This design comes from an exercise in tuning for small area, a short achievable clock period and few clock cycles on the open sky130 flow, not from production work.
In this exercise RTL edits were held to simulation tests only and were not proved equivalent to the original.
Power figures rest on the tool's default switching activity, not on a simulated workload.

== run 1 ==
Design zz_extract, start of the top module:
module zz_extract (
    input  wire        clk,
    input  wire        rst,
    input  wire        reg_valid,
    input  wire        reg_we,
    input  wire [7:0]  reg_addr,
    input  wire [31:0] reg_wdata,
    output reg  [31:0] reg_rdata,
    output wire        coef_req,
    output wire [15:0] coef_row,
    output wire [15:0] coef_col,
    input  wire [15:0] coef_rdata,
    output reg         pay_we,
    output wire [31:0] pay_addr,
    output reg  [7:0]  pay_wdata
);
    reg        busy, done;
    reg        init;           
    reg [15:0] grid_h, grid_w;   
    reg        gh_ok, gw_ok;
    reg        req;
    reg [12:0] bxi, byi;       
    reg [2:0]  r, c;           
    reg        sdone;          
    reg        v1;             
    reg        u2, b2;         
    reg [31:0] tcnt;           
    reg [31:0] len;            
    reg [28:0] outcnt;         
    reg        hdr_ok;
    reg        underrun;
    assign coef_req = req;
    assign coef_row = {byi, r};
    assign coef_col = {bxi, c};
    assign pay_addr = {3'd0, outcnt};
    wire host_wr   = reg_valid && reg_we;
    wire wr_ok     = host_wr && !busy;
    wire wr_ctrl   = wr_ok && (reg_addr == 8'h00);
    wire cmd_start = wr_ctrl && reg_wdata[0];
    wire cmd_clear = wr_ctrl && !reg_wdata[0] && reg_wdata[1];
    wire [12:0] wq  = grid_w[15:3];
  ...
Size in the first run: about 1,200 cells after synthesis, ~210 flip-flops, about 170 I/O pins, ~10,000 µm² of cells after synthesis.
==> flow/config.mk <==
export PLATFORM = sky130hd
export DESIGN_NAME = zz_extract
export DESIGN_NICKNAME = zz_extract
export VERILOG_FILES = /design/flow/design.v
export SDC_FILE = /design/flow/constraint.sdc
export NUM_CORES = 4
export LEC_CHECK = 0
export CAP_MARGIN = 20
export CORE_MARGIN = 2
export CORE_UTILIZATION = 40
export PLACE_DENSITY = 0.75
export SETUP_SLACK_MARGIN = 5
export SLEW_MARGIN = 20
export TNS_END_PERCENT = 0
==> flow/constraint.sdc <==
create_clock -name core_clock -period 8.5 [get_ports {clk}]
set_input_delay 1.7000 -clock core_clock [delete_from_list [all_inputs] [get_ports {clk}]]
set_output_delay 1.7000 -clock core_clock [all_outputs]
set_load 0.01 [all_outputs]
standard.sh (not shown) runs the stock make flow with config.mk's settings and CLKGATE_MAP_FILE= SYNTH_SCRIPT=/design/flow/synth_recipe.tcl, a recipe that flattens the netlist after the stock synthesis.
==> flow/flow/run.sh <==
#!/bin/bash
# The standard layout (standard.sh), with the port buffers made of
# sky130_fd_sc_hd__buf_1 cells, a larger setup repair margin, and a clock
# tree of small clock buffers without dummy loads.
# make's full output goes to flow_make.log; ORFS keeps each step's own log
# under orfs/logs/.
set -uo pipefail
bash standard.sh "BUFFER_PORTS_ARGS=-buffer_cell sky130_fd_sc_hd__buf_1" SETUP_SLACK_MARGIN=5.8 \
  "CTS_ARGS=-sink_clustering_enable -repair_clock_nets -root_buf sky130_fd_sc_hd__clkbuf_8 -buf_list sky130_fd_sc_hd__clkbuf_8 -dont_use_dummy_load -sink_clustering_size 12 -sink_clustering_max_diameter 60" \
  finish > flow_make.log 2>&1
Run 1 ended with every stage complete and zero timing, DRC or antenna violations.
Testbench counts of run 1, summed over its fixed seeds: cycles 93,551.
Inputs modified between run 1 and run 2:
- a deleted PLACE_DENSITY that had been 0.75
==> flow/flow/run.sh <==
#!/bin/bash
# The standard layout (standard.sh), with the port buffers made of
# sky130_fd_sc_hd__buf_1 cells, a larger setup repair margin, and a clock
# tree of small clock buffers without dummy loads.
# make's full output goes to flow_make.log; ORFS keeps each step's own log
# under orfs/logs/.
set -uo pipefail
bash standard.sh "BUFFER_PORTS_ARGS=-buffer_cell sky130_fd_sc_hd__buf_1" SETUP_SLACK_MARGIN=5.7 \
  "CTS_ARGS=-sink_clustering_enable -repair_clock_nets -root_buf sky130_fd_sc_hd__clkbuf_8 -buf_list sky130_fd_sc_hd__clkbuf_8 -dont_use_dummy_load -sink_clustering_size 16 -sink_clustering_max_diameter 70" \
  finish > flow_make.log 2>&1
Notes after the runs:
Run 1 has higher number of antenna cells inserted than run 2.
Re count of input and output buffers: no difference whatsoever between run 2 and run 1.
Sequential share of layout area is lower on run 1
Setup changes, run 2 to run 3
- a change of CORE_UTILIZATION from 40 to 45
==> flow/flow/run.sh <==
#!/bin/bash
# The standard layout (standard.sh), with the port buffers made of
# sky130_fd_sc_hd__buf_1 cells, a larger setup repair margin, and a clock
# tree of small clock buffers without dummy loads.
# make's full output goes to flow_make.log; ORFS keeps each step's own log
# under orfs/logs/.
set -uo pipefail
bash standard.sh "BUFFER_PORTS_ARGS=-buffer_cell sky130_fd_sc_hd__buf_1" SETUP_SLACK_MARGIN=5.8 \
  "CTS_ARGS=-sink_clustering_enable -repair_clock_nets -root_buf sky130_fd_sc_hd__clkbuf_16 -buf_list sky130_fd_sc_hd__clkbuf_8 -dont_use_dummy_load -sink_clustering_size 16 -sink_clustering_max_diameter 70" \
  finish > flow_make.log 2>&1
Findings:
Run 3 | status: complete | timing, DRC, antenna: pass
For run 3, the category of the most critical setup path was register to primary output, unlike run 2, where it was primary input to register.
Going from run 2 to run 3, the final estimated routing congestion in global placement was found to have gone down by 1.4%.
Looking only at least setup slack across all paths after layout, and setting everything else aside, the higher value of run 2 and run 3 goes to run 3.
Arrival time of data at the critical path endpoint: higher on run 2
Of the two values seen for worst-path cell with the longest stage delay, sky130_fd_sc_hd__and3_1 was produced by run 2 and sky130_fd_sc_hd__edfxtp_1 by run 3.
Power density over the cells was lower in the run labelled run 2.
Re top-level I/O count: no difference whatsoever between run 2 and run 3.
--- input diff run 3..run 4 ---
- a change of CORE_UTILIZATION from 45 to 40
diff --git a/flow/flow/run.sh b/flow/flow/run.sh
--- a/flow/flow/run.sh
+++ b/flow/flow/run.sh
@@ -8,3 +8,3 @@
 bash standard.sh "BUFFER_PORTS_ARGS=-buffer_cell sky130_fd_sc_hd__buf_1" SETUP_SLACK_MARGIN=5.8 \
-  "CTS_ARGS=-sink_clustering_enable -repair_clock_nets -root_buf sky130_fd_sc_hd__clkbuf_16 -buf_list sky130_fd_sc_hd__clkbuf_8 -dont_use_dummy_load -sink_clustering_size 16 -sink_clustering_max_diameter 70" \
+  "CTS_ARGS=-sink_clustering_enable -repair_clock_nets -root_buf sky130_fd_sc_hd__clkbuf_16 -buf_list sky130_fd_sc_hd__clkbuf_8 -dont_use_dummy_load -sink_clustering_size 12 -sink_clustering_max_diameter 60" \
   finish > flow_make.log 2>&1
- In summary, run 4 completed successfully, with a layout that passed the timing, design-rule and antenna checks.
- Run 4 -> run 3: share of synthesized area occupied by flip-flops and latches flat
- Taking run 3 as the reference point, the post-layout utilization of the core of run 4 falls by 4.8 points.
- Run 4 ends up with higher minimum hold slack than run 3 does.
- Higher total routing resource utilization after global routing was reported by run 3, not run 4.
- When run 4 is set beside run 3, its total area of sequential cells turns out to be 1.4% larger.
- Delta (run 4 minus run 3): post-CTS setup buffer count fell by 3, floorplan die area rose by 3000 µm², maximum frequency rose by about 0.9%, post-route standard cell area excluding fillers rose by about 3.4%.
- Run 4 vs run 3 on final weighted congestion of routability-driven global placement: run 4 is the higher one.

static timing again, ports no longer ideal:
Ports are ideal in the flow. The routed layouts listed here were re-timed in OpenROAD.
Step 1: set_driving_cell puts a clkbuf_16 on clk and a buf_2 on each other input, an assumption about the parent block.
Step 2 moves the port delays by t, midway between the first and last clock arrival at a register: inputs arrive t later, outputs are due t later. That takes back most of the time a late clock gives input paths.
Three values: no drivers, after step 1, after step 2; two values: the first two.
| run | t (ns) | setup WS [ns] | worst setup path after step 2 | worst data-port slew with drivers (ns) |
|---|---|---|---|---|
| run 1 | 0.566 | 5.685 / 5.642 / 5.239 | input to register | 0.07 |
| run 2 | 0.556 | 5.552 / 5.512 / 5.018 | input to register | 0.05 |
| run 3 | 0.514 | 5.694 / 5.649 / 5.285 | input to register | 0.04 |
| run 4 | 0.522 | 5.721 / 5.672 / 5.265 | input to register | 0.06 |
After both steps setup and hold are still met in every run listed. The setup slack of run 2, which loses most, moves by -0.040 ns with the drivers and by -0.534 ns with both steps.
